This design comes from an exercise in tuning for small area, a short achievable clock period and few clock cycles on the open sky130 flow, not from production work. Where RTL was checked, it was by simulation tests only, not by an equivalence proof against the original. No functional check of the RTL was part of run 1. Power is estimated from default activity; no workload was simulated.

<file path="flow/config.mk">
export PLATFORM = sky130hd
export DESIGN_NAME = mte_top
export DESIGN_NICKNAME = mte_top
export VERILOG_FILES = /design/flow/design.v
export SDC_FILE = /design/flow/constraint.sdc
export NUM_CORES = 4
export LEC_CHECK = 0
export CAP_MARGIN = 20
export CORE_MARGIN = 2
export CORE_UTILIZATION = 40
export CTS_BUF_LIST = sky130_fd_sc_hd__clkbuf_4
export SLEW_MARGIN = 20
</file>
<file path="flow/constraint.sdc">
create_clock -name core_clock -period 55.0 [get_ports {clk}]
set_input_delay 11.0000 -clock core_clock [delete_from_list [all_inputs] [get_ports {clk}]]
set_output_delay 11.0000 -clock core_clock [all_outputs]
set_load 0.01 [all_outputs]
</file>
<file path="flow/design.v">
module mte_top (
    input  wire        clk,
    input  wire        rst,         
    input  wire        tick_en,     
    input  wire        clk_rdy,     
    input  wire        req_valid,
    output wire        req_ready,
    input  wire [47:0] req_word,
    output reg         rsp_valid,
    output reg  [2:0]  rsp_code,
    output reg  [31:0] rsp_data
);
    localparam [2:0] R_OK    = 3'd0, R_CFG  = 3'd1, R_HWI   = 3'd2, R_NOTI = 3'd3,
                     R_INTEG = 3'd4, R_BUS  = 3'd5, R_PROTO = 3'd6;
    localparam [2:0] E_IDLE = 3'd0, E_LO2 = 3'd1, E_LO3 = 3'd2, E_LO4 = 3'd3,
                     E_WD2  = 3'd4, E_WD3 = 3'd5, E_WD4 = 3'd6, E_SL1 = 3'd7;
    function [8:0] st4;
        input [6:0] r;
        input [1:0] v;
        reg   [8:0] t;
        reg         ge1, ge2, ge3;
        begin
            t   = {r, v};
            ge1 = t >= 9'd125;
            ge2 = t >= 9'd250;
            ge3 = t >= 9'd375;
            st4 = ge3 ? {t[6:0] + 7'd9, 2'd3} :
                  ge2 ? {t[6:0] + 7'd6, 2'd2} :
                  ge1 ? {t[6:0] + 7'd3, 2'd1} : {t[6:0], 2'd0};
        end
    endfunction
    function [14:0] div8;
        input [6:0] r;
        input [7:0] x;
        reg   [6:0] rr;
        reg   [7:0] q;
        reg   [8:0] s;
        integer k;
        begin
            rr = r;
            for (k = 3; k >= 0; k = k - 1) begin
                s = st4(rr, x[2*k+1 -: 2]);
                q[2*k+1 -: 2] = s[1:0];
                rr = s[8:2];
            end
            div8 = {rr, q};
        end
    endfunction
    reg        run;
    reg [31:0] fin;
    reg [12:0] tsf;         
    reg        inexact;
    reg [12:0] pd;          
    reg        rx;          
    reg [3:0]  fcnt;
    reg        dvalid;      
    reg [31:0] cnt;
    reg        ovfp;
    reg [31:0] wrap;
    reg        wsat;
    reg        ovr;
    reg        pv0, pv1, pf0, pf1;
    reg [31:0] sw0, sw1, sc0, sc1;
    reg [22:0] qwr;         
    reg [6:0]  r7r;
    reg [31:0] mslo;        
    reg [6:0]  wkr;
    reg        l_ok, c_hi, c_lo, cport;
    reg        dsrc;        
    reg        dlo;         
    reg        dpend;       
    reg [2:0]  est;
    reg        ready_r;
    reg [15:0] spq;         
    reg [6:0]  spr;         
    reg [1:0]  spl;         
    assign req_ready = ready_r;
    wire        i_fmt  = !req_word[44] && req_word[46:45] == 2'd2 && req_word[33:32] == 2'd0;
    wire        i_g    = req_word[43:37] == 7'd0;
    wire        i_p    = req_word[43:38] == 6'b000100;
    reg         rst_q, tick_q, rdy_q, acc, snap_q;
    reg         t_wr, fmt_ok, g_page, p_page, p;
    reg  [2:0]  t_idx;
    reg  [31:0] t_dat;
    always @(posedge clk) begin
        rst_q  <= rst;
        tick_q <= tick_en;
        rdy_q  <= clk_rdy;
        acc    <= req_valid & ready_r & !rst;
        snap_q <= req_valid & ready_r & !rst & req_word[47] & i_fmt & i_p &
                  req_word[36:34] == 3'd0;
        t_wr   <= req_word[47];
        fmt_ok <= i_fmt;
        g_page <= i_g;
        p_page <= i_p;
        p      <= req_word[37];
        t_idx  <= req_word[36:34];
        t_dat  <= req_word[31:0];
    end
    wire g_map  = g_page;
    wire p_map  = p_page && !(t_idx[2] && t_idx[1]);
    wire g_w    = fmt_ok && g_map && t_wr;             
    wire g_r    = fmt_ok && g_map && !t_wr;            
    wire p_w    = fmt_ok && p_map && t_wr;
    wire p_r    = fmt_ok && p_map && !t_wr;
    wire wr_cmd  = g_w && t_idx == 3'd0;
    wire wr_fin  = g_w && t_idx == 3'd2;
    wire wr_cnt  = g_w && t_idx == 3'd6;
    wire wr_wrap = g_w && t_idx == 3'd7;
    wire wr_snap = p_w && t_idx == 3'd0;
    wire rd_g    = g_r && t_idx != 3'd0;               
    wire rd_pst  = p_r && t_idx == 3'd1;
    wire rd_res  = p_r && t_idx[2:1] != 2'b00;         
    wire legal   = wr_cmd | wr_fin | wr_cnt | wr_wrap | wr_snap | rd_g | rd_pst | rd_res;
    wire pv = p ? pv1 : pv0;
    wire pf = p ? pf1 : pf0;
    wire cfg_bad = tsf == 13'd0;    
    wire dat1    = t_dat == 32'd1;
    wire dat2    = t_dat == 32'd2;
    wire op_init  = acc && wr_cmd && dat1;
    wire op_shut  = acc && wr_cmd && dat2;
    wire init_ok  = op_init && !run && !cfg_bad && rdy_q;
    wire op_fin   = acc && wr_fin;
    wire op_snap  = snap_q && run;
    wire op_wcnt  = acc && wr_cnt && run;
    wire op_wwrap = acc && wr_wrap && run;
    wire res_ok   = rd_res && run && pv && !pf;        
    wire [31:0] swc  = cport ? sw1 : sw0;
    wire [31:0] scc  = cport ? sc1 : sc0;
    wire [31:0] wsrc = dsrc ? swc : wrap;
    reg  [6:0]  b_r;
    reg  [7:0]  b_x;
    always @(*) begin
        case (est)
            E_LO2:   begin b_r = wkr; b_x = scc[26:19]; end
            E_LO3:   begin b_r = wkr; b_x = scc[18:11]; end
            E_LO4:   begin b_r = wkr; b_x = scc[10:3]; end
            E_WD2:   begin b_r = {2'd0, wsrc[31:27]}; b_x = wsrc[26:19]; end
            E_WD3:   begin b_r = r7r; b_x = wsrc[18:11]; end
            E_WD4:   begin b_r = r7r; b_x = wsrc[10:3]; end
            E_SL1:   begin b_r = r7r; b_x = {swc[2:0], scc[31:27]}; end
            default: if (spl == 2'd1) begin                          
                         b_r = spr; b_x = cnt[26:19];
                     end else begin
                         b_r = r7r; b_x = {wrap[2:0], cnt[31:27]};
                     end
        endcase
        if (op_snap) begin               
            if (spl == 2'd2) begin
                b_r = spr; b_x = cnt[18:11];
            end else begin
                b_r = r7r; b_x = {wrap[2:0], cnt[31:27]};
            end
        end
    end
    wire [14:0] b_o  = div8(b_r, b_x);
    wire [6:0]  b_ro = b_o[14:8];
    wire [7:0]  b_q  = b_o[7:0];
    wire [31:0] lo_now = {mslo[23:0], b_q};         
    wire [22:0] hi_now = {qwr[14:0], b_q};          
    wire ms_lo_rd = acc && res_ok && t_idx == 3'd4;
    wire ms_hi_rd = acc && res_ok && t_idx == 3'd5;
    wire lo_hit   = cport == p && (c_lo | est == E_LO4);
    wire hi_hit   = cport == p && c_hi;
    wire ms_wait  = ms_lo_rd && cport == p && !c_lo &&
                    (est == E_SL1 || est == E_LO2 || est == E_LO3);
    wire ms_miss  = (ms_lo_rd && !lo_hit && !ms_wait) || (ms_hi_rd && !hi_hit);
    wire emit     = dpend && (dlo ? est == E_LO4 : est == E_WD4);
    reg [2:0] nx_code;
    always @(*) begin
        nx_code = R_OK;
        if (!legal)
            nx_code = R_BUS;
        else if (wr_cmd) begin
            if (dat1) begin
                if (run)           nx_code = R_PROTO;
                else if (cfg_bad)  nx_code = R_CFG;
                else if (!rdy_q) nx_code = R_HWI;
            end else if (!dat2)
                nx_code = R_PROTO;
        end else if (wr_snap | wr_cnt | wr_wrap) begin
            if (!run) nx_code = R_NOTI;
        end else if (rd_res) begin
            if (!run)     nx_code = R_NOTI;
            else if (pf)  nx_code = R_INTEG;
            else if (!pv) nx_code = R_PROTO;
        end
    end
    wire [31:0] nx_data =
          ({32{rd_g && t_idx == 3'd1}} & {26'd0, inexact & run, ovr, wsat, ovfp, rdy_q, run})
        | ({32{rd_g && t_idx == 3'd2}} & fin)
        | ({32{rd_g && t_idx == 3'd3 && run}} & {19'd0, tsf})
        | ({32{rd_g && t_idx == 3'd5}} & {31'd0, run})
        | ({32{rd_g && t_idx == 3'd6}} & cnt)
        | ({32{rd_g && t_idx == 3'd7}} & wrap)
        | ({32{rd_pst}} & {29'd0, pf, pv, 1'b0})
        | ({32{res_ok && t_idx == 3'd2}} & (p ? sc1 : sc0))
        | ({32{res_ok && t_idx == 3'd3}} & (p ? sw1 : sw0))
        | ({32{res_ok && t_idx == 3'd4}} & (c_lo ? mslo : lo_now))
        | ({32{res_ok && t_idx == 3'd5}} & {9'd0, qwr});
    always @(posedge clk) begin
        if (rst_q || rst)                
            rsp_valid <= 1'b0;
        else
            rsp_valid <= emit | (acc & !ms_miss & !ms_wait);
        rsp_code <= emit ? R_OK : nx_code;
        if (emit)
            rsp_data <= dlo ? lo_now : {9'd0, hi_now};
        else
            rsp_data <= nx_data;
    end
    wire clk_step = run && rdy_q && tick_q;
    wire pd_one   = pd == 13'd1;
    wire tick     = clk_step && pd_one;
    wire cnt_ones = &cnt;
    wire wrap_ev  = tick && cnt_ones;
    wire acc_step = run && ovfp;
    wire w_change = acc_step | op_wwrap | init_ok | op_shut;
    wire [14:0] f_t   = {rx, pd, tsf[12]};
    wire        f_ge  = f_t >= 15'd15625;
    wire [14:0] f_s   = f_t - 15'd15625;
    wire [13:0] f_r   = f_ge ? f_s[13:0] : f_t[13:0];
    wire        f_busy = !run && !dvalid;
    reg [2:0] est_n;
    reg       l_ok_n;
    reg       dpend_n;
    always @(*) begin
        l_ok_n  = l_ok & !w_change;
        dpend_n = dpend & !emit;
        case (est)
            E_LO2:   est_n = E_LO3;
            E_LO3:   est_n = E_LO4;
            E_WD2:   est_n = E_WD3;
            E_WD3:   est_n = E_WD4;
            E_WD4:   est_n = (dsrc && dlo) ? E_SL1 : E_IDLE;
            E_SL1:   est_n = E_LO2;
            default: est_n = E_IDLE;     
        endcase
        if (est == E_WD2 && dsrc)            
            l_ok_n = 1'b0;
        if (est == E_WD4 && !dsrc && !w_change)
            l_ok_n = 1'b1;
        if (!dsrc && w_change && (est == E_WD2 || est == E_WD3 || est == E_WD4))
            est_n = E_WD2;               
        if (est_n == E_IDLE && !l_ok_n && !dpend_n)
            est_n = E_WD2;
        if (op_snap)
            est_n = (spl == 2'd2) ? E_LO4 : E_LO2;
        if (ms_wait)
            dpend_n = 1'b1;
        if (ms_miss) begin
            dpend_n = 1'b1;
            est_n   = (ms_lo_rd && cport == p && c_hi) ? E_SL1 : E_WD2;
        end
        if (rst_q) begin
            est_n   = E_WD2;
            l_ok_n  = 1'b0;
            dpend_n = 1'b0;
        end
    end
    wire run_n    = rst_q ? 1'b0 : init_ok ? 1'b1 : op_shut ? 1'b0 : run;
    wire dvalid_n = rst_q ? 1'b1 : op_fin ? 1'b0 : (f_busy && fcnt == 4'd13) ? 1'b1 : dvalid;
    reg cport_n, c_lo_n, c_hi_n, dsrc_n, dlo_n;
    always @(*) begin
        cport_n = cport; c_lo_n = c_lo; c_hi_n = c_hi; dsrc_n = dsrc; dlo_n = dlo;
        if (est == E_LO4 && !op_snap) c_lo_n = 1'b1;
        if (est == E_WD2 && !dsrc) c_hi_n = 1'b0;
        if (est == E_WD4 && dsrc)  c_hi_n = 1'b1;
        if (emit)                  dsrc_n = 1'b0;
        if (op_snap) begin
            cport_n = p; c_hi_n = 1'b1; c_lo_n = 1'b0; dsrc_n = 1'b0;
        end
        if (ms_miss) begin
            cport_n = p; dsrc_n = 1'b1; c_lo_n = 1'b0;
            if (!(cport == p && c_hi)) c_hi_n = 1'b0;
        end
        if (ms_miss || ms_wait)    dlo_n = ms_lo_rd;
        if (init_ok || op_shut) begin
            c_hi_n = 1'b0; c_lo_n = 1'b0;
        end
        if (rst_q) begin
            c_hi_n = 1'b0; c_lo_n = 1'b0; dsrc_n = 1'b0;
        end
    end
    wire   l_ok2 = (l_ok_n || (est_n == E_WD4 && !dsrc_n)) && !wrap_ev;
    reg    ok2;
    always @(*) begin
        case (est_n)
            E_IDLE, E_LO4:       ok2 = l_ok2;       
            E_SL1, E_LO2, E_LO3: ok2 = l_ok2 && !dpend_n;
            E_WD4:               ok2 = !dsrc_n && !dpend_n && !wrap_ev;
            default:             ok2 = 1'b0;
        endcase
    end
    wire [2:0] r_idx   = req_word[36:34];
    wire       raw_cfw = req_word[47] && req_word[43:37] == 7'd0 &&
                         (r_idx == 3'd0 || r_idx == 3'd2 || r_idx == 3'd7);
    wire       raw_msr = !req_word[47] && req_word[43:38] == 6'b000100 && r_idx[2:1] == 2'b10;
    wire       raw_hit = cport_n == req_word[37] &&
                         (r_idx[0] ? c_hi_n : (c_lo_n || est_n == E_LO4));
    wire       risky   = req_valid && ready_r && (raw_cfw || (raw_msr && !raw_hit));
    wire       ready_n = !rst && ok2 && (run_n || dvalid_n) && !risky;
    wire sp_lost = rst_q || !l_ok || w_change || op_wcnt || init_ok ||
                   (tick && &cnt[18:0]);
    wire [1:0] spl_n = sp_lost ? 2'd0 :
                       (est == E_IDLE && !op_snap && spl != 2'd2) ? spl + 2'd1 : spl;
    always @(posedge clk) begin
        spl     <= spl_n;
        est     <= est_n;
        l_ok    <= l_ok_n;
        dpend   <= dpend_n;
        ready_r <= ready_n;
        cport   <= cport_n;
        c_lo    <= c_lo_n;
        c_hi    <= c_hi_n;
        dsrc    <= dsrc_n;
        dlo     <= dlo_n;
        if (rst_q) begin
            run <= 1'b0; fin <= 32'd0; tsf <= 13'd0; inexact <= 1'b0;
            cnt <= 32'd0; ovfp <= 1'b0; wrap <= 32'd0;
            wsat <= 1'b0; ovr <= 1'b0; fcnt <= 4'd0; dvalid <= 1'b1;
            pv0 <= 1'b0; pv1 <= 1'b0; pf0 <= 1'b0; pf1 <= 1'b0;
        end else begin
            if (f_busy) begin
                if (fcnt == 4'd0) begin
                    {rx, pd} <= {1'b0, fin[31:19]};
                    tsf      <= fin[18:6];
                    fcnt     <= 4'd1;
                end else begin
                    {rx, pd} <= f_r;
                    tsf      <= {tsf[11:0], f_ge};
                    if (fcnt == 4'd13) begin
                        inexact <= f_r != 14'd0 || fin[5:0] != 6'd0;
                        fcnt    <= 4'd0;
                    end else begin
                        fcnt <= fcnt + 4'd1;
                    end
                end
            end
            dvalid <= dvalid_n;
            if (clk_step)
                pd <= pd_one ? tsf : pd - 13'd1;
            if (tick)
                cnt <= cnt + 32'd1;
            if (wrap_ev) begin
                if (ovfp) ovr <= 1'b1;
                ovfp <= 1'b1;
            end
            if (acc_step) begin
                if (wrap == 32'hFFFFFFFF) wsat <= 1'b1;
                else                      wrap <= wrap + 32'd1;
                if (!wrap_ev) ovfp <= 1'b0;
            end
            if (op_fin)   begin fin <= t_dat; fcnt <= 4'd0; end
            if (op_wcnt)  cnt  <= t_dat;
            if (op_wwrap) wrap <= t_dat;
            if (op_snap) begin
                if (p) begin
                    sw1 <= wrap; sc1 <= cnt; pf1 <= wsat | ovr; pv1 <= !(wsat | ovr);
                end else begin
                    sw0 <= wrap; sc0 <= cnt; pf0 <= wsat | ovr; pv0 <= !(wsat | ovr);
                end
            end
            if (init_ok) begin
                run <= 1'b1;
                pd  <= tsf;
                cnt <= 32'd0;
            end
            if (op_shut)
                run <= 1'b0;
            if (init_ok || op_shut) begin
                ovfp <= 1'b0; wrap <= 32'd0; wsat <= 1'b0; ovr <= 1'b0;
                pv0 <= 1'b0; pv1 <= 1'b0; pf0 <= 1'b0; pf1 <= 1'b0;
            end
            if (!op_snap) case (est)
                E_LO2, E_LO3, E_SL1: begin wkr <= b_ro; mslo <= lo_now; end
                E_LO4: mslo <= lo_now;
                E_WD2, E_WD3, E_WD4: begin r7r <= b_ro; qwr <= hi_now; end
                default: ;
            endcase
            if (op_snap) begin
                wkr <= b_ro;
                if (spl == 2'd2) mslo[23:0] <= {spq, b_q};
                else             mslo[7:0]  <= b_q;
            end
            if (est == E_IDLE && !op_snap && spl != 2'd2) begin
                spq <= {spq[7:0], b_q};
                spr <= b_ro;
            end
        end
    end
endmodule
</file>
<file path="flow/flow/run.sh">
#!/bin/bash
# The standard layout (standard.sh: the standard synthesis and ORFS steps),
# with one change: the buffer that buffer_ports puts on every input and output
# port is sky130_fd_sc_hd__buf_2 instead of the one it picks by default.
# make's full output goes to flow_make.log here; ORFS keeps each step's log
# under orfs/logs/.
set -euo pipefail
bash standard.sh 'BUFFER_PORTS_ARGS=-buffer_cell sky130_fd_sc_hd__buf_2' finish > flow_make.log 2>&1
</file>
<file path="flow/standard.sh">
#!/bin/bash
# synth_recipe.tcl (not shown) runs the flow's synth.tcl, then flattens the netlist and writes it again
# the make line also repeats each setting of config.mk as NAME=value (left out here)
make -C /OpenROAD-flow-scripts/flow DESIGN_CONFIG=/design/flow/config.mk WORK_HOME=/design/flow/orfs CLKGATE_MAP_FILE= SYNTH_SCRIPT=/design/flow/synth_recipe.tcl "${@:-finish}"
</file>
==> results by group, run 1 <==
Hold path
  – Hold crit path type: flop to flop
  – Worst hold stages: 0

Drt
  – TritonRoute pass-1 iters: 6
  – Drt initial violations: 2,463
  – Total number of vias: 21,500
  – DRC viols: 0
  – Final ANT Viol Nets: 0
  – WL/cell: 24.7 um
  – Vias per cell: 6.15
  – Final WL: 86.5 mm

Floorplanning
  – Num ports: 90
  – Die Height: 252 um
  – Cell Rows: 91
  – Initial Utilization: 0.402
  – Die area: 0.0637 sq mm
  – Core area: 0.0614 sq mm
  – Die W: 252 um

STA
  – Worst clock skew: 0.0989 ns
  – Worst-margin pin slew: 1.07 ns
  – Post-route setup TNS: 0 ns
  – RSZ-0062 raised after global routing: false
  – Setup Viol. Count Final: 0
  – Fmax: 80.7 MHz
  – Slew headroom: 0.280
  – Final Max Tran Viols: 0
  – Final hold vios: 0
  – Tcrit/Tclk final: 0.225
  – WHS: 0.442 ns
  – Final period demand of the worst path: 12.39 ns

Power and ir drop
  – Switch share: 0.306
  – PD cells: 30.7 mW/mm^2
  – Clock power share: 0.364
  – IR drop worst, VDD: 15.5 uV
  – Leak: 0.00950 uW
  – P_sw: 258 uW
  – Comb power frac: 0.183
  – Power Total: 842 uW
  – Pint: 584 uW
  – Seq pwr share: 0.453

Critical path
  – CP Buf/Inv Count: 1
  – Slowest-stage cell, CP: dfxtp_1
  – Worst-path fanout max: 3
  – Critical path required time: 44.00 ns
  – Cell family with most CP delay: flip-flops
  – Worst setup path end: req_ready
  – Start point of the critical path: ready_r$_DFF_P_
  – Register-to-Register Path Depth: 29
  – Reg2Reg Launch Point: est[2]$_DFF_P_
  – CP max stage delay: 0.34 ns
  – Setup CP Type: flop to output pin
  – CP endpoint kind: output pin
  – Reg2reg end: spr[0]$_DFFE_PP_
  – Crit path cell chain: buf_2
  – Startpoint types: flop
  – R2r setup slk: 44.36 ns
  – CP Depth: 1
  – Worst EP arrival: 1.39 ns

Synth
  – Syn avg cell area: 9.82 sq um
  – Yosys cell types: 117
  – Syn. warnings: 1
  – Synth Register Bits: 451
  – Gate Count Post-Synth: 2,515
  – Syn nets: 2,606
  – Post-synth ARST share: 0
  – Dominant synthesized flop cell: edfxtp_1
  – Sequential share of the synthesized area: 0.461
  – Post-synth EDFFs: 235
  – Synth Cell Area: 0.0247 sq mm

CTS
  – CTS tree: built
  – PostCTS Resize Cnt: 0
  – H-tree lvl count: 3
  – Clk root buf: clkbuf_4
  – Cts bufs inserted: 120
  – Max Root-Sink Buffers: 3
  – Clk pin slew, worst setup/hold paths: 0.07 ns
  – Setup bufs post-CTS: 0
  – # clock sinks: 451
  – Clk latency of the worst-skew pair: 0.91 ns
  – Hold_buf cts: 0

Run status
  – Status: no timing/DRC/antenna violations

GRT
  – Gr usage total: 0.267
  – Met2 global-route usage: 0.399
  – Met1 Use GR: 0.368
  – M3 GR Usage: 0.0617
  – Initial antenna violation count: 6
  – Gr busiest metal: met2
  – Gr ovfl total: 0
  – Pin count of the biggest net entering global routing: 66
  – Number of global-route vias before repair: 20,300
  – First-pass GRT wire length: 129 mm

Placement
  – PortBufs: 89
  – DP HPWL: 61.1 mm
  – Global placement routability congestion: 0.918

Layout
  – Share of layout cells above drive strength 1: 0.156
  – Synth-to-Final Area Change: 11.1%
  – Filler cells: 5,822
  – Nets: 2,701

Flow run
  – Max-cap viol count: 0
-- Yosys cell counts (all sizes together), types with 7 or more instances --
cell type	number	share of area
or2	11	0.0028
and4	10	0.0038
clkbuf	114	0.017
dfxtp	216	0.18
buf	53	0.012
o32ai	12	0.0067
and3	36	0.0094
a21o	7	0.0021
inv	58	0.0088
o31ai	8	0.0032
ha	38	0.019
a22o	16	0.0057
xnor2	44	0.016
a221oi	8	0.0048
nand2b	7	0.0018
a31oi	15	0.0044
nor4	29	0.0076
a211oi	83	0.026
nand2	255	0.039
edfxtp	235	0.29
o22ai	21	0.0053
a2111oi	29	0.012
nor2	237	0.036
mux2i	216	0.088
o21a	7	0.0021
nand4	26	0.0066
o21ai	102	0.021
nor3	39	0.0084
a311oi	19	0.0075
a2bb2oi	11	0.0039
and2	25	0.0063
or3	19	0.0048
mux2	17	0.0078
o211ai	28	0.0093
nand3b	7	0.0023
a21oi	189	0.039
xor2	63	0.022
a22oi	25	0.0078
nor2b	8	0.0020
o311ai	8	0.0031
nand3	50	0.010
o221ai	29	0.011
-- per-layer routing --
metal,part of all wire,routed length (um)
met5,0.00066,57
met4,0.039,3400
met3,0.10,8730
met2,0.44,37600
met1,0.42,36700
-- through the flow --
stage	std cells	utilization	setup WS [ns]	cell area, sq um
after floorplan	2515	-	42.80	24700
after global placement	3277	0.421	42.56	25800
after detailed placement	3277	0.421	42.56	25800
after CTS	3495	0.447	42.55	27400
after global routing	3497	0.447	42.53	27400
final	3499	0.447	42.61	27400
-- cell usage in the layout (no fill, tap or decap), types with 63 or more instances in the layout --
cell type,netlist,final
buf_2,17,89
nor2_1,235,234
a211oi_1,81,81
dfxtp_1,216,212
xor2_1,63,63
mux2i_1,216,216
clkbuf_4,0,175
o21ai_0,96,96
nand2_1,253,252
edfxtp_1,235,235
a21oi_1,186,186
-- worst min path at each step --
stage	slack, ns	from	endpoint
floorplan	0.42	cnt[12]$_SDFFE_PP0P_	sc0[12]$_DFFE_PP_
global placement	0.44	spq[0]$_DFFE_PP_	spq[8]$_DFFE_PP_
detailed placement	0.44	spq[2]$_DFFE_PP_	spq[10]$_DFFE_PP_
CTS	0.45	spq[2]$_DFFE_PP_	spq[10]$_DFFE_PP_
global route	0.46	spq[2]$_DFFE_PP_	spq[10]$_DFFE_PP_
finish	0.44	qwr[10]$_DFFE_PP_	qwr[18]$_DFFE_PP_
-- power groups by stage --
stage / sequential [uW] / combinational [uW] / clock (uW)
global route: 382 / 167 / 332
global placement: 388 / 150 / 0
floorplan: 383 / 113 / 0
CTS: 381 / 152 / 314
finish: 381 / 154 / 307
detailed placement: 388 / 151 / 0
-- flip-flops by register name, summed over array words and instances, names as in the netlist, 13 cells and up --
signal,count
sc0,32
sw1,32
cnt,32
qwr,23
sw0,32
wrap,32
t_dat,32
tsf,13
sc1,32
mslo,32
pd,13
rsp_data,32
fin,32
spq,16
-- cells by family (layout without fill, tap and decap cells) --
| family | after synthesis | in the layout | synth area share |
|---|---|---|---|
| multiplexers | 233 | 233 | 0.0953 |
| AO/OA/AOI/OAI | 674 | 674 | 0.196 |
| buffers and inverters | 226 | 417 | 0.0386 |
| flip-flops | 451 | 451 | 0.461 |
| XOR/XNOR | 107 | 107 | 0.0383 |
| adder cells (fa/ha/maj) | 38 | 38 | 0.0193 |
| AND/OR/NAND/NOR | 786 | 786 | 0.152 |
| other | 0 | 3 | 0 |
-- layout make-up --
| type | instances | area, sq um | share of cell area |
|---|---|---|---|
| Tap cell | 790 | 988 | 0.0360 |
| Clock buffer | 175 | 1310 | 0.0479 |
| Sequential cell | 451 | 11400 | 0.415 |
| Multi-Input combinational cell | 1838 | 12400 | 0.452 |
| Inverter | 59 | 226 | 0.00826 |
| Antenna cell | 3 | 7.51 | 0.000274 |
| Timing Repair Buffer | 140 | 826 | 0.0301 |
| Clock inverter | 43 | 273 | 0.00995 |
==> run 2: changes to the inputs <==
--- a/flow/design.v
+++ b/flow/design.v
@@ -14,36 +14,25 @@
                      R_INTEG = 3'd4, R_BUS  = 3'd5, R_PROTO = 3'd6;
     localparam [2:0] E_IDLE = 3'd0, E_LO2 = 3'd1, E_LO3 = 3'd2, E_LO4 = 3'd3,
                      E_WD2  = 3'd4, E_WD3 = 3'd5, E_WD4 = 3'd6, E_SL1 = 3'd7;
-    function [8:0] st4;
-        input [6:0] r;
-        input [1:0] v;
-        reg   [8:0] t;
-        reg         ge1, ge2, ge3;
-        begin
-            t   = {r, v};
-            ge1 = t >= 9'd125;
-            ge2 = t >= 9'd250;
-            ge3 = t >= 9'd375;
-            st4 = ge3 ? {t[6:0] + 7'd9, 2'd3} :
-                  ge2 ? {t[6:0] + 7'd6, 2'd2} :
-                  ge1 ? {t[6:0] + 7'd3, 2'd1} : {t[6:0], 2'd0};
-        end
-    endfunction
     function [14:0] div8;
         input [6:0] r;
         input [7:0] x;
-        reg   [6:0] rr;
+        reg   [7:0] a;
+        reg   [9:0] s1;
+        reg   [2:0] a2;
+        reg   [7:0] s2;
+        reg         c;
         reg   [7:0] q;
-        reg   [8:0] s;
-        integer k;
+        reg   [6:0] m;
         begin
-            rr = r;
-            for (k = 3; k >= 0; k = k - 1) begin
-                s = st4(rr, x[2*k+1 -: 2]);
-                q[2*k+1 -: 2] = s[1:0];
-                rr = s[8:2];
-            end
-            div8 = {rr, q};
+            a  = {r, x[7]};
+            s1 = {1'b0, a, 1'b0} + {2'b0, a} + {3'b0, x[6:0]};
+            a2 = s1[9:7];
+            s2 = {1'b0, s1[6:0]} + {4'b0, a2, 1'b0} + {5'b0, a2};
+            c  = s2 >= 8'd125;
+            q  = a + {5'b0, a2} + {7'b0, c};
+            m  = c ? s2[6:0] + 7'd3 : s2[6:0];
+            div8 = {m, q};
         end
     endfunction
     reg        run;
--- a/flow/config.mk
+++ b/flow/config.mk
@@ -8,5 +8,6 @@
 export CAP_MARGIN = 20
 export CORE_MARGIN = 2
 export CORE_UTILIZATION = 40
-export CTS_BUF_LIST = sky130_fd_sc_hd__clkbuf_4
+export CTS_CLUSTER_DIAMETER = 60
+export CTS_CLUSTER_SIZE = 22
 export SLEW_MARGIN = 20
==> run 2 against run 1 <==
Compared with the run above:
- still clean
- clock power increased by 3%
- synthesized area fell by 6.4%
- global-route usage is 0.17 points higher
- critical path type is now primary input to flop
- critical endpoint is now ready_r$_DFF_P_
- largest cell class is now registers
- highest routed layer unchanged
==> results by group, run 2 <==
Run status
  – Status: no timing/DRC/antenna violations (unchanged)

STA
  – Final hold vios: 0 (unchanged)
  – Post-route setup TNS: 0 ns (unchanged)
  – Worst-margin pin slew: 1.28 ns (was 1.07 ns)
  – Tcrit/Tclk final: 0.222 (was 0.225)
  – RSZ-0062 raised after global routing: false (unchanged)
  – Slew headroom: 0.148 (was 0.280)
  – Setup Viol. Count Final: 0 (unchanged)
  – Final period demand of the worst path: 12.23 ns (was 12.39 ns)
  – Fmax: 81.8 MHz (was 80.7 MHz)
  – Worst clock skew: 0.0434 ns (was 0.0989 ns)
  – Final Max Tran Viols: 0 (unchanged)

Layout
  – Fin cells: 3,080 (was 3,499)
  – Nets: 2,379 (was 2,701)
  – Commonest cells after routing, fill and taps aside: nand2_1, edfxtp_1, dfxtp_1 (was nand2_1, edfxtp_1, nor2_1)
  – Area of all placed cells without fillers: 0.0258 sq mm (was 0.0274 sq mm)
  – Finished Core Util: 0.450 (was 0.447)
  – Most common cell after layout, fill and taps aside: nand2_1 (unchanged)
  – Synth-to-Final Area Change: 11.8% (was 11.1%)
  – Share of layout cells above drive strength 1: 0.137 (was 0.156)

Synth
  – Post-synth top cells: nand2_1, edfxtp_1, dfxtp_1 (was nand2_1, edfxtp_1, nor2_1)
  – Post-synth EDFFs: 235 (unchanged)
  – Sequential share of the synthesized area: 0.492 (was 0.461)
  – Share of the synthesized area in the top cell type: 0.305 (was 0.286)
  – Synth area leaders: edfxtp_1, dfxtp_1, mux2i_1, nand2_1, a211oi_1 (was edfxtp_1, dfxtp_1, mux2i_1, nand2_1, a21oi_1)
  – Dominant synthesized flop cell: edfxtp_1 (unchanged)
  – Syn nets: 2,350 (was 2,606)
  – Syn. warnings: 1 (unchanged)
  – Post-synth ARST share: 0 (unchanged)
  – Syn avg cell area: 10.3 sq um (was 9.82 sq um)
  – Gate Count Post-Synth: 2,252 (was 2,515)
  – Largest area contributor in the netlist: edfxtp_1 (unchanged)
  – Yosys cell types: 83 (was 117)
  – Synth Cell Area: 0.0231 sq mm (was 0.0247 sq mm)
  – Synth Register Bits: 451 (unchanged)
  – Most common cell in the netlist: nand2_1 (unchanged)

Power and ir drop
  – IR drop worst, VDD: 22.8 uV (was 15.5 uV)
  – Power Total: 907 uW (was 842 uW)
  – Leak: 0.00901 uW (was 0.00950 uW)
  – PD cells: 35.1 mW/mm^2 (was 30.7 mW/mm^2)

Floorplanning
  – Core area: 0.0574 sq mm (was 0.0614 sq mm)
  – Cell Rows: 88 (was 91)
  – Num ports: 90 (unchanged)
  – Die area: 0.0597 sq mm (was 0.0637 sq mm)
  – Initial Utilization: 0.403 (was 0.402)
  – Die Height: 244 um (was 252 um)
  – Die W: 244 um (was 252 um)

Critical path
  – Setup CP Type: primary input to flop (was flop to output pin)
  – Critical path required time: 55.46 ns (was 44.00 ns)
  – Worst-path fanout max: 2 (was 3)
  – Register-to-Register Path Depth: 36 (was 29)
  – Reg2reg end: rsp_data[4]$_DFF_P_ (was spr[0]$_DFFE_PP_)
  – R2r setup slk: 45.61 ns (was 44.36 ns)
  – CP endpoint kind: flop (was output pin)
  – Worst EP arrival: 12.69 ns (was 1.39 ns)
  – Startpoint types: primary input (was flop)
  – Reg2Reg Launch Point: est[2]$_DFF_P_ (unchanged)

Drt
  – Vias per cell: 6.25 (was 6.15)
  – Final WL: 82.0 mm (was 86.5 mm)
  – Drt initial violations: 2,523 (was 2,463)
  – WL/cell: 26.6 um (was 24.7 um)
  – DRC viols: 0 (unchanged)
  – TritonRoute pass-1 iters: 8 (was 6)
  – Final ANT Viol Nets: 0 (unchanged)
  – Total number of vias: 19,300 (was 21,500)

Placement
  – Area after DPL: 0.0243 sq mm (was 0.0258 sq mm)
  – Inst Count DP: 3,003 (was 3,277)
  – Global placement routability congestion: 0.942 (was 0.918)
  – PortBufs: 89 (unchanged)
  – DP HPWL: 58.5 mm (was 61.1 mm)

CTS
  – Clk root buf: clkbuf_16 (was clkbuf_4)
  – # clock sinks: 451 (unchanged)
  – Clk pin slew, worst setup/hold paths: 0.09 ns (was 0.07 ns)
  – CTS tree: built (unchanged)
  – Max Root-Sink Buffers: 3 (unchanged)
  – H-tree lvl count: 2 (was 3)
  – Clk latency of the worst-skew pair: 0.62 ns (was 0.91 ns)
  – Cts bufs inserted: 41 (was 120)
  – PostCTS Resize Cnt: 0 (unchanged)
  – Hold_buf cts: 0 (unchanged)
  – Setup bufs post-CTS: 0 (unchanged)

GRT
  – Pin count of the biggest net entering global routing: 66 (unchanged)
  – Gr ovfl total: 0 (unchanged)
  – Initial antenna violation count: 4 (was 6)
  – First-pass GRT wire length: 120 mm (was 129 mm)
  – Number of global-route vias before repair: 17,700 (was 20,300)
  – Gr usage total: 0.269 (was 0.267)

Flow run
  – Max-cap viol count: 0 (unchanged)

Hold path
  – Hold crit path type: flop to flop (unchanged)
  – Hold Path Origin: spq[7]$_DFFE_PP_ (was qwr[10]$_DFFE_PP_)
  – Worst hold stages: 0 (unchanged)
  – Min-Delay Endpoint: spq[15]$_DFFE_PP_ (was qwr[18]$_DFFE_PP_)
-- run 2: worst max-delay path by stage --
stage / startpoint / to / slack, ns / cells past startpoint
3_5_place_dp: req_word[38] / ready_r$_DFF_P_ / 42.16 / 8
3_3_place_gp: req_word[38] / ready_r$_DFF_P_ / 42.28 / 8
2_1_floorplan: req_word[38] / ready_r$_DFF_P_ / 42.55 / 7
4_1_cts: req_word[38] / ready_r$_DFF_P_ / 42.78 / 8
6_report: req_word[38] / ready_r$_DFF_P_ / 42.77 / 8
5_1_grt: req_word[38] / ready_r$_DFF_P_ / 42.62 / 8
-- run 2: layer usage --
layer  part of all wire  vias up  track usage
met1               0.42     9487        0.376
met5            0.00050        -            0
met2               0.44     1046        0.401
met3               0.11      180       0.0631
met4              0.042        6        0.109
li1                   -     8538            -
-- run 2: per-stage QoR --
step	hold WS (ns)	setup WS [ns]
2_1_floorplan	0.424	42.55
3_3_place_gp	0.432	42.28
3_5_place_dp	0.436	42.16
4_1_cts	0.455	42.78
5_1_grt	0.469	42.62
6_report	0.458	42.77
-- run 2: critical path: stages --
cell	delay (ns)
buf_2	0.09
nor4_1	0.33
nor4b_1	0.38
o211ai_1	0.19
a21o_1	0.21
nor3_1	0.24
a2111o_1	0.21
a2111oi_2	0.05
-- run 2: power by group --
group / internal [uW] / leakage, uW / switching (uW) / total [uW]
Combinational: 68.7 / 0.00418 / 124 / 193
Clock: 159 / 0.000723 / 157 / 316
Sequential: 385 / 0.00411 / 12.8 / 398
-- run 2: final cells by class --
cell class	instances	area, sq um
antenna	1	2.50
multi-input combinational	1606	11000
sequential	451	11400
tap	765	957
inverter	38	143
clock buffer	45	1090
fill	5317	31500
timing repair buffer	143	851
clock inverter	31	385
-- run 2: cell families (layout without fill, tap and decap cells) --
group | after synthesis | in the layout | share of synthesized area
AND/OR/NAND/NOR | 716 | 716 | 0.147
AO/OA/AOI/OAI | 575 | 575 | 0.169
flip-flops | 451 | 451 | 0.492
buffers and inverters | 195 | 257 | 0.0348
multiplexers | 163 | 163 | 0.0899
XOR/XNOR | 107 | 107 | 0.0406
adder cells (fa/ha/maj) | 45 | 45 | 0.0260
other | 0 | 1 | 0
Testbench counts of run 2, summed over its fixed seeds: cycles 12,534.
==> run 3: changes to the inputs <==
--- a/flow/config.mk
+++ b/flow/config.mk
@@ -8,6 +8,4 @@
 export CAP_MARGIN = 20
 export CORE_MARGIN = 2
 export CORE_UTILIZATION = 40
-export CTS_CLUSTER_DIAMETER = 60
-export CTS_CLUSTER_SIZE = 22
 export SLEW_MARGIN = 20
==> run 3 against run 2 <==
Compared with the run above:
- critical path type unchanged
- non-clock buffer count stayed put
- via count is 0.19% lower
- sequential power hardly changed
- die area stayed put
- critical path depth stayed put
- combinational power hardly changed
- utilization is 0.22 points higher
- critical endpoint unchanged
- highest routed layer unchanged
==> results by group, run 3 <==
Placement
  – Global placement routability congestion: 0.942 (unchanged)
  – DP HPWL: 58.5 mm (unchanged)
  – Pre-CTS WS: 42.16 ns (unchanged)
  – PortBufs: 89 (unchanged)
  – Inst Count DP: 3,003 (unchanged)

Drt
  – WL/cell: 26.4 um (was 26.6 um)
  – Final WL: 81.8 mm (was 82.0 mm)
  – Vias per cell: 6.21 (was 6.25)
  – Drt initial violations: 2,439 (was 2,523)
  – Total number of vias: 19,200 (was 19,300)
  – DRC viols: 0 (unchanged)
  – Final ANT Viol Nets: 0 (unchanged)
  – TritonRoute pass-1 iters: 9 (was 8)

Floorplanning
  – Core area: 0.0574 sq mm (unchanged)
  – Die area: 0.0597 sq mm (unchanged)
  – Die W: 244 um (unchanged)
  – Num ports: 90 (unchanged)
  – Initial Utilization: 0.403 (unchanged)
  – Cell Rows: 88 (unchanged)
  – Die Height: 244 um (unchanged)

Critical path
  – Worst-path fanout max: 2 (unchanged)
  – Startpoint types: primary input (unchanged)
  – Slowest-stage cell, CP: nor4b_1 (unchanged)
  – CP Buf/Inv Count: 1 (unchanged)
  – R2r setup slk: 45.79 ns (was 45.61 ns)
  – Cell family with most CP delay: simple AND/OR/NAND/NOR gates (unchanged)
  – CP max stage delay: 0.37 ns (was 0.38 ns)
  – Reg2reg end: rsp_data[4]$_DFF_P_ (unchanged)
  – Crit path cell chain: buf_2, nor4_1, nor4b_1, o211ai_1, a21o_1, nor3_1, a2111o_1, a2111oi_2 (unchanged)
  – Worst EP arrival: 12.68 ns (was 12.69 ns)
  – Setup CP Type: primary input to flop (unchanged)
  – Reg2Reg Launch Point: est[2]$_DFF_P_ (unchanged)
  – Critical path required time: 55.46 ns (about the same)
  – CP endpoint kind: flop (unchanged)
  – Register-to-Register Path Depth: 36 (unchanged)

CTS
  – Max Root-Sink Buffers: 3 (unchanged)
  – CTS tree: built (unchanged)
  – # clock sinks: 451 (unchanged)
  – Cts bufs inserted: 49 (was 41)
  – PostCTS Resize Cnt: 0 (unchanged)
  – Clk latency of the worst-skew pair: 0.61 ns (was 0.62 ns)
  – Setup bufs post-CTS: 0 (unchanged)
  – H-tree lvl count: 2 (unchanged)
  – Clk root buf: clkbuf_16 (unchanged)
  – Hold_buf cts: 0 (unchanged)
  – Clk pin slew, worst setup/hold paths: 0.06 ns (was 0.09 ns)

Layout
  – Nets: 2,387 (was 2,379)
  – Filler cells: 5,304 (was 5,317)
  – Commonest cells after routing, fill and taps aside: nand2_1, edfxtp_1, dfxtp_1 (unchanged)
  – Synth-to-Final Area Change: 12.3% (was 11.8%)
  – Fin cells: 3,095 (was 3,080)
  – Share of layout cells above drive strength 1: 0.135 (was 0.137)
  – Most common cell after layout, fill and taps aside: nand2_1 (unchanged)

STA
  – Post-route setup TNS: 0 ns (unchanged)
  – Final hold vios: 0 (unchanged)
  – Fmax: 81.8 MHz (about the same)
  – Setup Viol. Count Final: 0 (unchanged)
  – Worst-margin pin slew: 1.23 ns (was 1.28 ns)
  – Slew headroom: 0.179 (was 0.148)
  – Worst clock skew: 0.0366 ns (was 0.0434 ns)
  – Fin worst setup slack: 42.78 ns (was 42.77 ns)
  – Final Max Tran Viols: 0 (unchanged)
  – Final period demand of the worst path: 12.22 ns (was 12.23 ns)
  – Tcrit/Tclk final: 0.222 (about the same)
  – RSZ-0062 raised after global routing: false (unchanged)

GRT
  – Gr ovfl total: 0 (unchanged)
  – Gr usage total: 0.269 (about the same)
  – Pin count of the biggest net entering global routing: 66 (unchanged)
  – Initial antenna violation count: 2 (was 4)
  – Number of global-route vias before repair: 17,800 (was 17,700)
  – First-pass GRT wire length: 120 mm (about the same)

Run status
  – Status: no timing/DRC/antenna violations (unchanged)

Power and ir drop
  – Leak: 0.00907 uW (was 0.00901 uW)
  – IR drop worst, VDD: 22.8 uV (about the same)
  – PD cells: 35.5 mW/mm^2 (was 35.1 mW/mm^2)

Synth
  – Largest area contributor in the netlist: edfxtp_1 (unchanged)
  – Share of the synthesized area in the top cell type: 0.305 (unchanged)
  – Yosys cell types: 83 (unchanged)
  – Syn nets: 2,350 (unchanged)
  – Syn. warnings: 1 (unchanged)
  – Synth Register Bits: 451 (unchanged)
  – Gate Count Post-Synth: 2,252 (unchanged)
  – Synth Cell Area: 0.0231 sq mm (unchanged)
  – Post-synth EDFFs: 235 (unchanged)
  – Post-synth ARST share: 0 (unchanged)
  – Sequential share of the synthesized area: 0.492 (unchanged)
  – Post-synth top cells: nand2_1, edfxtp_1, dfxtp_1 (unchanged)
  – Most common cell in the netlist: nand2_1 (unchanged)
  – Syn avg cell area: 10.3 sq um (unchanged)
  – Synth area leaders: edfxtp_1, dfxtp_1, mux2i_1, nand2_1, a211oi_1 (unchanged)
  – Dominant synthesized flop cell: edfxtp_1 (unchanged)

Flow run
  – Max-cap viol count: 0 (unchanged)

Hold path
  – Hold crit path type: flop to flop (unchanged)
  – Hold Path Origin: spq[1]$_DFFE_PP_ (was spq[7]$_DFFE_PP_)
  – Min-Delay Endpoint: spq[9]$_DFFE_PP_ (was spq[15]$_DFFE_PP_)
  – Worst hold stages: 0 (unchanged)
## run 3: power by group
group / internal (uW) / total, uW / switching, uW
Sequential: 386 / 398 / 12.7
Combinational: 68.7 / 192 / 123
Clock: 191 / 330 / 138
Total: 646 / 920 / 275
## run 3: logic make-up after synthesis
group | after synthesis | synth area share
simple gates | 716 | 0.147
compound gates | 575 | 0.169
flops | 451 | 0.492
buf+inv | 195 | 0.0348
mux | 163 | 0.0899
xor+xnor | 107 | 0.0406
fa+ha+maj | 45 | 0.0260
## run 3: layout make-up
type | instances | area, sq um | share of cell area
well taps | 765 | 957 | 0.0369
inverters | 38 | 143 | 0.00550
diodes | 2 | 5.00 | 0.000193
flip-flops and latches | 451 | 11400 | 0.439
clock buffers | 73 | 1490 | 0.0573
repair buffers | 143 | 851 | 0.0328
clock inverters | 17 | 118 | 0.00453
multi-input cells | 1606 | 11000 | 0.424
## run 3: worst max-delay path by stage
stage	from	endpoint	cells past startpoint
global route	req_word[38]	ready_r$_DFF_P_	8
CTS	req_word[38]	ready_r$_DFF_P_	8
finish	req_word[38]	ready_r$_DFF_P_	8
floorplan	req_word[38]	ready_r$_DFF_P_	7
global placement	req_word[38]	ready_r$_DFF_P_	8
detailed placement	req_word[38]	ready_r$_DFF_P_	8
## run 3: routing by layer
layer,part of all wire,track usage,vias to the layer above
met5,0.00016,0,-
met4,0.040,0.102,2
met3,0.11,0.0649,184
met2,0.44,0.406,1113
met1,0.41,0.374,9366
li1,-,-,8555
## run 3: per-stage QoR
| step | utilization | cell area [sq um] | hold WS, ns | total power [uW] |
|---|---|---|---|---|
| 2_1_floorplan | - | 23100 | 0.424 | 536 |
| 3_3_place_gp | 0.424 | 24300 | 0.432 | 589 |
| 3_5_place_dp | 0.424 | 24300 | 0.436 | 596 |
| 4_1_cts | 0.452 | 25900 | 0.447 | 923 |
| 5_1_grt | 0.452 | 26000 | 0.465 | 959 |
| 6_report | 0.452 | 26000 | 0.454 | 920 |
==> run 4: changes to the inputs <==
==> flow/run.sh (new file) <==
#!/bin/bash
# synth_recipe.tcl (not shown) runs the flow's synth.tcl, then flattens the netlist and writes it again
# the make line also repeats each setting of config.mk as NAME=value (left out here)
make -C /OpenROAD-flow-scripts/flow DESIGN_CONFIG=/design/flow/config.mk WORK_HOME=/design/flow/orfs CLKGATE_MAP_FILE= SYNTH_SCRIPT=/design/flow/synth_recipe.tcl finish
removed: flow/flow/run.sh
removed: flow/standard.sh
==> run 4 against run 3 <==
Compared with the run above:
- combinational power grew 2%
- critical path type is now flop to output pin
- synthesized area unchanged
- power increased by 1.8%
- critical endpoint is now req_ready
- largest cell class unchanged
- sequential share of layout area down 0.85 points
- cell area grew 2.0%
- hold slack worse by 0.0026 ns
- fmax shrank 2.0%
- clock-buffer cell count fell by 8
==> results by group, run 4 <==
Power and ir drop
  – Pint: 658 uW (was 646 uW)
  – Switch share: 0.298 (about the same)
  – Seq pwr share: 0.426 (was 0.433)
  – Comb power frac: 0.209 (about the same)
  – IR drop worst, VDD: 24.7 uV (was 22.8 uV)
  – Leak: 0.00905 uW (was 0.00907 uW)
  – Clock power share: 0.366 (was 0.358)
  – PD cells: 35.4 mW/mm^2 (was 35.5 mW/mm^2)
  – P_sw: 280 uW (was 275 uW)

Synth
  – Post-synth ARST share: 0 (unchanged)
  – Syn nets: 2,350 (unchanged)
  – Syn avg cell area: 10.3 sq um (unchanged)
  – Synth Cell Area: 0.0231 sq mm (unchanged)
  – Largest area contributor in the netlist: edfxtp_1 (unchanged)
  – Gate Count Post-Synth: 2,252 (unchanged)
  – Post-synth EDFFs: 235 (unchanged)
  – Dominant synthesized flop cell: edfxtp_1 (unchanged)
  – Sequential share of the synthesized area: 0.492 (unchanged)
  – Share of the synthesized area in the top cell type: 0.305 (unchanged)
  – Synth Register Bits: 451 (unchanged)
  – Post-synth top cells: nand2_1, edfxtp_1, dfxtp_1 (unchanged)
  – Yosys cell types: 83 (unchanged)
  – Most common cell in the netlist: nand2_1 (unchanged)
  – Syn. warnings: 1 (unchanged)
  – Synth area leaders: edfxtp_1, dfxtp_1, mux2i_1, nand2_1, a211oi_1 (unchanged)

GRT
  – Initial antenna violation count: 6 (was 2)
  – First-pass GRT wire length: 122 mm (was 120 mm)
  – Pin count of the biggest net entering global routing: 66 (unchanged)
  – Gr ovfl total: 0 (unchanged)
  – Number of global-route vias before repair: 18,200 (was 17,800)
  – Gr usage total: 0.274 (was 0.269)

STA
  – Worst-margin pin slew: 1.21 ns (was 1.23 ns)
  – Slew headroom: 0.192 (was 0.179)
  – Post-route setup TNS: 0 ns (unchanged)
  – Final period demand of the worst path: 12.47 ns (was 12.22 ns)
  – Fmax: 80.2 MHz (was 81.8 MHz)
  – RSZ-0062 raised after global routing: false (unchanged)
  – Worst clock skew: 0.0382 ns (was 0.0366 ns)
  – Final Max Tran Viols: 0 (unchanged)
  – Final hold vios: 0 (unchanged)
  – Setup Viol. Count Final: 0 (unchanged)
  – Tcrit/Tclk final: 0.227 (was 0.222)

Hold path
  – Hold crit path type: flop to flop (unchanged)

Critical path
  – CP Buf/Inv Count: 1 (unchanged)
  – Crit path cell chain: clkdlybuf4s50_1 (was buf_2, nor4_1, nor4b_1, o211ai_1, a21o_1, nor3_1, a2111o_1, a2111oi_2)
  – Startpoint types: flop (was primary input)
  – R2r setup slk: 45.90 ns (was 45.79 ns)
  – Critical path required time: 44.00 ns (was 55.46 ns)
  – Worst EP arrival: 1.47 ns (was 12.68 ns)
  – Cell family with most CP delay: buffers and inverters (was simple AND/OR/NAND/NOR gates)
  – CP max stage delay: 0.54 ns (was 0.37 ns)
  – CP endpoint kind: output pin (was flop)
  – Setup CP Type: flop to output pin (was primary input to flop)
  – Worst-path fanout max: 2 (unchanged)
  – Slowest-stage cell, CP: clkdlybuf4s50_1 (was nor4b_1)

CTS
  – Clk root buf: clkbuf_16 (unchanged)
  – # clock sinks: 451 (unchanged)
  – CTS tree: built (unchanged)
  – Hold_buf cts: 0 (unchanged)
  – Max Root-Sink Buffers: 3 (unchanged)
  – Setup bufs post-CTS: 0 (unchanged)
  – PostCTS Resize Cnt: 0 (unchanged)
  – Clk pin slew, worst setup/hold paths: 0.06 ns (about the same)
  – H-tree lvl count: 2 (unchanged)
  – Cts bufs inserted: 49 (unchanged)
  – Clk latency of the worst-skew pair: 0.63 ns (was 0.61 ns)

Drt
  – TritonRoute pass-1 iters: 9 (unchanged)
  – Final ANT Viol Nets: 0 (unchanged)
  – Final WL: 82.4 mm (was 81.8 mm)
  – Total number of vias: 19,200 (about the same)
  – Vias per cell: 6.21 (about the same)
  – DRC viols: 0 (unchanged)
  – WL/cell: 26.6 um (was 26.4 um)
  – Drt initial violations: 2,567 (was 2,439)

Layout
  – Most common cell after layout, fill and taps aside: nand2_1 (unchanged)
  – # diodes: 0 (was 2)
  – Nets: 2,388 (was 2,387)
  – Filler cells: 5,317 (was 5,304)
  – Finished Core Util: 0.461 (was 0.452)
  – Synth-to-Final Area Change: 14.5% (was 12.3%)
  – Area of the multi-input gates: 0.0110 sq mm (about the same)
  – Share of layout cells above drive strength 1: 0.101 (was 0.135)
  – Commonest cells after routing, fill and taps aside: nand2_1, edfxtp_1, dfxtp_1 (unchanged)
  – Sequential Area: 0.0114 sq mm (unchanged)

Placement
  – PortBufs: 89 (unchanged)
  – Global placement routability congestion: 0.928 (was 0.942)
  – DP HPWL: 58.8 mm (was 58.5 mm)

Run status
  – Status: no timing/DRC/antenna violations (unchanged)

Floorplanning
  – Cell Rows: 88 (unchanged)
  – Die Height: 244 um (unchanged)
  – Num ports: 90 (unchanged)
  – Die area: 0.0597 sq mm (unchanged)
  – Initial Utilization: 0.403 (unchanged)
  – Core area: 0.0574 sq mm (unchanged)
  – Die W: 244 um (unchanged)

Flow run
  – Max-cap viol count: 0 (unchanged)
-- run 4: power groups by stage --
stage	clock [uW]	sequential (uW)	combinational, uW
floorplan	0	399	137
global placement	0	405	187
detailed placement	0	406	192
CTS	346	399	194
global route	360	400	216
finish	343	399	196
-- run 4: worst paths after layout --
kind	startpoint	to	cells past startpoint
worst max-delay path	ready_r$_DFF_P_	req_ready	1
worst min-delay path	spq[4]$_DFFE_PP_	spq[12]$_DFFE_PP_	0
worst max register to register	est[2]$_DFF_P_	rsp_data[3]$_DFF_P_	35
worst min register to register	spq[4]$_DFFE_PP_	spq[12]$_DFFE_PP_	0
-- run 4: final cells by class --
type,instances,area share
inverters,38,0.00539
clock inverters,26,0.00997
multi-input cells,1606,0.416
well taps,765,0.0362
repair buffers,144,0.0491
flip-flops and latches,451,0.430
clock buffers,65,0.0535
-- run 4: logic make-up after synthesis --
kind of cell	share of synthesized area
DFF	0.492
buffers and inverters	0.0348
and+or+nand+nor	0.147
AOI/OAI and AO/OA	0.169
adders and majority gates	0.0260
muxes	0.0899
xor gates and xnor gates	0.0406
-- run 4: metal layers --
layer / track usage / vias to the layer above / routed length [um]
li1: - / 8539 / -
met1: 0.374 / 9376 / 34000
met2: 0.411 / 1056 / 35400
met3: 0.0623 / 227 / 8570
met4: 0.128 / 10 / 4350
met5: 0 / - / 59
-- run 4: stage by stage --
| stage | power, uW | instances | instance area (sq um) | hold slack (ns) | worst slack, ns |
|---|---|---|---|---|---|
| finish | 937 | 3095 | 26500 | 0.451 | 42.53 |
| global route | 976 | 3095 | 26500 | 0.463 | 42.34 |
| CTS | 939 | 3094 | 26500 | 0.450 | 42.50 |
| detailed placement | 598 | 3003 | 24800 | 0.436 | 41.91 |
| global placement | 592 | 3002 | 24800 | 0.429 | 41.94 |
| floorplan | 536 | 2252 | 23100 | 0.424 | 42.55 |
==> run 5: changes to the inputs <==
--- a/flow/design.v
+++ b/flow/design.v
@@ -272,6 +272,10 @@
         end
     end
     wire   l_ok2 = (l_ok_n || (est_n == E_WD4 && !dsrc_n)) && !wrap_ev;
+    wire   hit0l = !cport_n && (c_lo_n || est_n == E_LO4);
+    wire   hit1l =  cport_n && (c_lo_n || est_n == E_LO4);
+    wire   hit0h = !cport_n && c_hi_n;
+    wire   hit1h =  cport_n && c_hi_n;
     reg    ok2;
     always @(*) begin
         case (est_n)
@@ -281,12 +285,12 @@
             default:             ok2 = 1'b0;
         endcase
     end
-    wire [2:0] r_idx   = req_word[36:34];
-    wire       raw_cfw = req_word[47] && req_word[43:37] == 7'd0 &&
-                         (r_idx == 3'd0 || r_idx == 3'd2 || r_idx == 3'd7);
-    wire       raw_msr = !req_word[47] && req_word[43:38] == 6'b000100 && r_idx[2:1] == 2'b10;
-    wire       raw_hit = cport_n == req_word[37] &&
-                         (r_idx[0] ? c_hi_n : (c_lo_n || est_n == E_LO4));
+    wire       raw_cfw = req_word[47] && !req_word[40] &&                   
+                         ((!req_word[36] && !req_word[34]) ||
+                          (req_word[36] && req_word[35] && req_word[34]));
+    wire       raw_hit = req_word[37] ? (req_word[34] ? hit1h : hit1l)
+                                      : (req_word[34] ? hit0h : hit0l);
+    wire       raw_msr = !req_word[47] && req_word[40] && req_word[36] && !req_word[35];
     wire       risky   = req_valid && ready_r && (raw_cfw || (raw_msr && !raw_hit));
     wire       ready_n = !rst && ok2 && (run_n || dvalid_n) && !risky;
     wire sp_lost = rst_q || !l_ok || w_change || op_wcnt || init_ok ||
==> flow/flow/run.sh (new file) <==
#!/bin/bash
# The standard layout (standard.sh: the standard synthesis and ORFS steps),
# with one change: the buffer that buffer_ports puts on every input and output
# port is sky130_fd_sc_hd__buf_2 instead of the one it picks by default.
# make's full output goes to flow_make.log here; ORFS keeps each step's log
# under orfs/logs/.
set -euo pipefail
bash standard.sh 'BUFFER_PORTS_ARGS=-buffer_cell sky130_fd_sc_hd__buf_2' finish > flow_make.log 2>&1
==> flow/standard.sh (new file) <==
#!/bin/bash
# synth_recipe.tcl (not shown) runs the flow's synth.tcl, then flattens the netlist and writes it again
# the make line also repeats each setting of config.mk as NAME=value (left out here)
make -C /OpenROAD-flow-scripts/flow DESIGN_CONFIG=/design/flow/config.mk WORK_HOME=/design/flow/orfs CLKGATE_MAP_FILE= SYNTH_SCRIPT=/design/flow/synth_recipe.tcl "${@:-finish}"
removed: flow/run.sh
==> run 5 against run 4 <==
Compared with the run above:
- still clean
- clock power is 5% higher
- power is 41% higher
- global-route usage grew 0.80 points
- combinational power increased to 2.5 times the previous value
- non-clock buffer count up 14
- synthesized area grew 0.53%
- clock-buffer cell count grew 11
- via count is 1.8% higher
- highest routed layer is now met4
==> results by group, run 5 <==
GRT
  – Initial antenna violation count: 4 (was 6)
  – Gr usage total: 0.282 (was 0.274)
  – Number of global-route vias before repair: 17,700 (was 18,200)
  – Gr ovfl total: 0 (unchanged)
  – First-pass GRT wire length: 124 mm (was 122 mm)
  – Pin count of the biggest net entering global routing: 66 (unchanged)

Power and ir drop
  – P_sw: 484 uW (was 280 uW)
  – Clock power share: 0.272 (was 0.366)
  – Pint: 839 uW (was 658 uW)
  – Switch share: 0.365 (was 0.298)
  – Comb power frac: 0.375 (was 0.209)
  – PD cells: 50.1 mW/mm^2 (was 35.4 mW/mm^2)
  – Leak: 0.00969 uW (was 0.00905 uW)
  – IR drop worst, VDD: 80.5 uV (was 24.7 uV)
  – Seq pwr share: 0.353 (was 0.426)

Floorplanning
  – Die Height: 245 um (was 244 um)
  – Cell Rows: 88 (unchanged)
  – Initial Utilization: 0.403 (about the same)
  – Num ports: 90 (unchanged)
  – Core area: 0.0576 sq mm (was 0.0574 sq mm)
  – Die area: 0.0600 sq mm (was 0.0597 sq mm)
  – Die W: 245 um (was 244 um)

Placement
  – DP HPWL: 62.9 mm (was 58.8 mm)
  – Pre-CTS WS: 42.71 ns (was 41.91 ns)
  – Area after DPL: 0.0246 sq mm (was 0.0248 sq mm)
  – Global placement routability congestion: 0.980 (was 0.928)
  – PortBufs: 89 (unchanged)

Synth
  – Synth Register Bits: 451 (unchanged)
  – Syn. warnings: 1 (unchanged)
  – Sequential share of the synthesized area: 0.490 (was 0.492)
  – Post-synth ARST share: 0 (unchanged)
  – Yosys cell types: 84 (was 83)
  – Most common cell in the netlist: edfxtp_1 (was nand2_1)
  – Post-synth EDFFs: 235 (unchanged)
  – Gate Count Post-Synth: 2,295 (was 2,252)
  – Syn nets: 2,393 (was 2,350)
  – Synth Cell Area: 0.0232 sq mm (was 0.0231 sq mm)
  – Share of the synthesized area in the top cell type: 0.304 (was 0.305)
  – Post-synth top cells: edfxtp_1, nor2_1, nand2_1 (was nand2_1, edfxtp_1, dfxtp_1)
  – Largest area contributor in the netlist: edfxtp_1 (unchanged)
  – Syn avg cell area: 10.1 sq um (was 10.3 sq um)
  – Synth area leaders: edfxtp_1, dfxtp_1, mux2i_1, nor2_1, nand2_1 (was edfxtp_1, dfxtp_1, mux2i_1, nand2_1, a211oi_1)
  – Dominant synthesized flop cell: edfxtp_1 (unchanged)

STA
  – Final Max Tran Viols: 0 (unchanged)
  – Tcrit/Tclk final: 0.225 (was 0.227)
  – Fin worst setup slack: 42.62 ns (was 42.53 ns)
  – Final hold vios: 0 (unchanged)
  – Post-route setup TNS: 0 ns (unchanged)
  – RSZ-0062 raised after global routing: false (unchanged)
  – Setup Viol. Count Final: 0 (unchanged)
  – Worst clock skew: 0.0462 ns (was 0.0382 ns)
  – Worst-margin pin slew: 1.06 ns (was 1.21 ns)
  – Final period demand of the worst path: 12.38 ns (was 12.47 ns)
  – Fmax: 80.8 MHz (was 80.2 MHz)
  – Slew headroom: 0.283 (was 0.192)

Layout
  – Most common cell after layout, fill and taps aside: edfxtp_1 (was nand2_1)
  – Nets: 2,452 (was 2,388)
  – Area of all placed cells without fillers: 0.0264 sq mm (was 0.0265 sq mm)
  – Share of layout cells above drive strength 1: 0.128 (was 0.101)
  – Commonest cells after routing, fill and taps aside: edfxtp_1, nor2_1, nand2_1 (was nand2_1, edfxtp_1, dfxtp_1)
  – # diodes: 0 (unchanged)
  – Synth-to-Final Area Change: 13.7% (was 14.5%)

CTS
  – Max Root-Sink Buffers: 3 (unchanged)
  – CTS tree: built (unchanged)
  – Clk latency of the worst-skew pair: 0.62 ns (was 0.63 ns)
  – PostCTS Resize Cnt: 0 (unchanged)
  – Setup bufs post-CTS: 0 (unchanged)
  – Clk pin slew, worst setup/hold paths: 0.06 ns (about the same)
  – H-tree lvl count: 2 (unchanged)
  – Hold_buf cts: 0 (unchanged)
  – Cts bufs inserted: 50 (was 49)
  – Clk root buf: clkbuf_16 (unchanged)
  – # clock sinks: 451 (unchanged)

Critical path
  – Crit path cell chain: buf_2 (was clkdlybuf4s50_1)
  – Worst-path fanout max: 2 (unchanged)
  – Slowest-stage cell, CP: dfxtp_1 (was clkdlybuf4s50_1)
  – Setup CP Type: flop to output pin (unchanged)
  – Critical path required time: 44.00 ns (about the same)
  – CP max stage delay: 0.59 ns (was 0.54 ns)
  – CP endpoint kind: output pin (unchanged)
  – CP Buf/Inv Count: 1 (unchanged)
  – Worst EP arrival: 1.38 ns (was 1.47 ns)
  – Startpoint types: flop (unchanged)
  – Cell family with most CP delay: flip-flops (was buffers and inverters)

Drt
  – DRC viols: 0 (unchanged)
  – Drt initial violations: 2,753 (was 2,567)
  – Vias per cell: 6.19 (was 6.21)
  – TritonRoute pass-1 iters: 5 (was 9)
  – Total number of vias: 19,600 (was 19,200)
  – WL/cell: 27.4 um (was 26.6 um)
  – Final ANT Viol Nets: 0 (unchanged)
  – Final WL: 86.8 mm (was 82.4 mm)

Run status
  – Status: no timing/DRC/antenna violations (unchanged)

Hold path
  – Hold crit path type: flop to flop (unchanged)

Flow run
  – Max-cap viol count: 0 (unchanged)
==> run 5: cell type report <==
class | instances | area (sq um)
Fill cell | 5421 | 31200
Timing Repair Buffer | 158 | 963
Tap cell | 765 | 957
Multi-Input combinational cell | 1646 | 11100
Inverter | 47 | 176
Clock inverter | 18 | 219
Clock buffer | 76 | 1570
Sequential cell | 451 | 11400
==> run 5: kinds of logic after synthesis <==
logic type / count (synthesis) / synth area share
AO/OA/AOI/OAI: 544 / 0.158
XOR/XNOR: 107 / 0.0403
adder cells (fa/ha/maj): 46 / 0.0263
buffers and inverters: 198 / 0.0333
flip-flops: 451 / 0.490
multiplexers: 241 / 0.106
AND/OR/NAND/NOR: 708 / 0.146
==> run 5: metal layers <==
| layer | vias up | wire length, um | track usage |
|---|---|---|---|
| li1 | 8673 | - | - |
| met1 | 9529 | 35800 | 0.395 |
| met2 | 1178 | 37000 | 0.411 |
| met3 | 173 | 9760 | 0.0680 |
| met4 | 0 | 4180 | 0.125 |
| met5 | - | 0 | 0 |
==> run 5: power by group through the flow <==
stage               logic, uW  registers (uW)  clock network [uW]
finish                    496             468                 360
global route              542             469                 375
CTS                       492             466                 363
detailed placement        489             473                   0
global placement          476             472                   0
floorplan                 356             460                   0
==> run 5: path summary, 6_finish.rpt <==
kind                                       start                 to  slack [ns]  cells past startpoint
worst max-delay path             ready_r$_DFF_P_          req_ready       42.62                      1
worst min-delay path            spq[5]$_DFFE_PP_  spq[13]$_DFFE_PP_        0.45                      0
worst max register to register    est[0]$_DFF_P_   spq[7]$_DFFE_PP_       45.39                     30
worst min register to register  spq[5]$_DFFE_PP_  spq[13]$_DFFE_PP_        0.45                      0
==> run 5: through the flow <==
stage	total power (uW)	util	cells	hold WS, ns
finish	1320	0.459	3161	0.452
global route	1390	0.459	3161	0.457
CTS	1320	0.459	3161	0.454
detailed placement	962	0.428	3067	0.435
global placement	948	0.427	3067	0.432
floorplan	816	-	2295	0.420
Testbench counts of run 5, summed over its fixed seeds: cycles 12,534.

-- afterwards: timing with drivers on the ports --
In the flow no input, the clock included, has a driving cell. The finished layouts below were timed again as built, in two steps.
Step 1 (the two cells are an assumption about what drives the block):
set clk [get_ports {clk}]
set_driving_cell -lib_cell sky130_fd_sc_hd__clkbuf_16 $clk
set_driving_cell -lib_cell sky130_fd_sc_hd__buf_2 [delete_from_list [all_inputs] $clk]
Step 2, shift: input delay + t, output delay - t, t = (earliest + latest rising clock arrival at the registers) / 2. This alone moves slack from input paths to output paths.
a / b / c = no drivers / after step 1 / after step 2; a / b = the first two.
run | t (ns) | setup WS [ns] | worst setup path at the end | clock arrival spread, ns | worst register clock-pin slew, ns
run 1 | 0.920 | 42.615 / 42.560 / 42.624 | input to register | 0.102 / 0.102 | 0.07 / 0.07
run 2 | 0.657 | 42.773 / 42.816 / 42.160 | input to register | 0.045 / 0.045 | 0.10 / 0.10
run 3 | 0.643 | 42.779 / 42.817 / 42.173 | input to register | 0.036 / 0.037 | 0.07 / 0.07
run 4 | 0.675 | 42.527 / 42.462 / 41.892 | input to register | 0.039 / 0.039 | 0.07 / 0.07
run 5 | 0.656 | 42.619 / 42.556 / 42.601 | input to register | 0.046 / 0.046 | 0.07 / 0.07
After both steps every run listed still meets setup and hold. The setup slack of run 4, which loses most, moves by -0.065 ns with the drivers and by -0.635 ns with both steps.
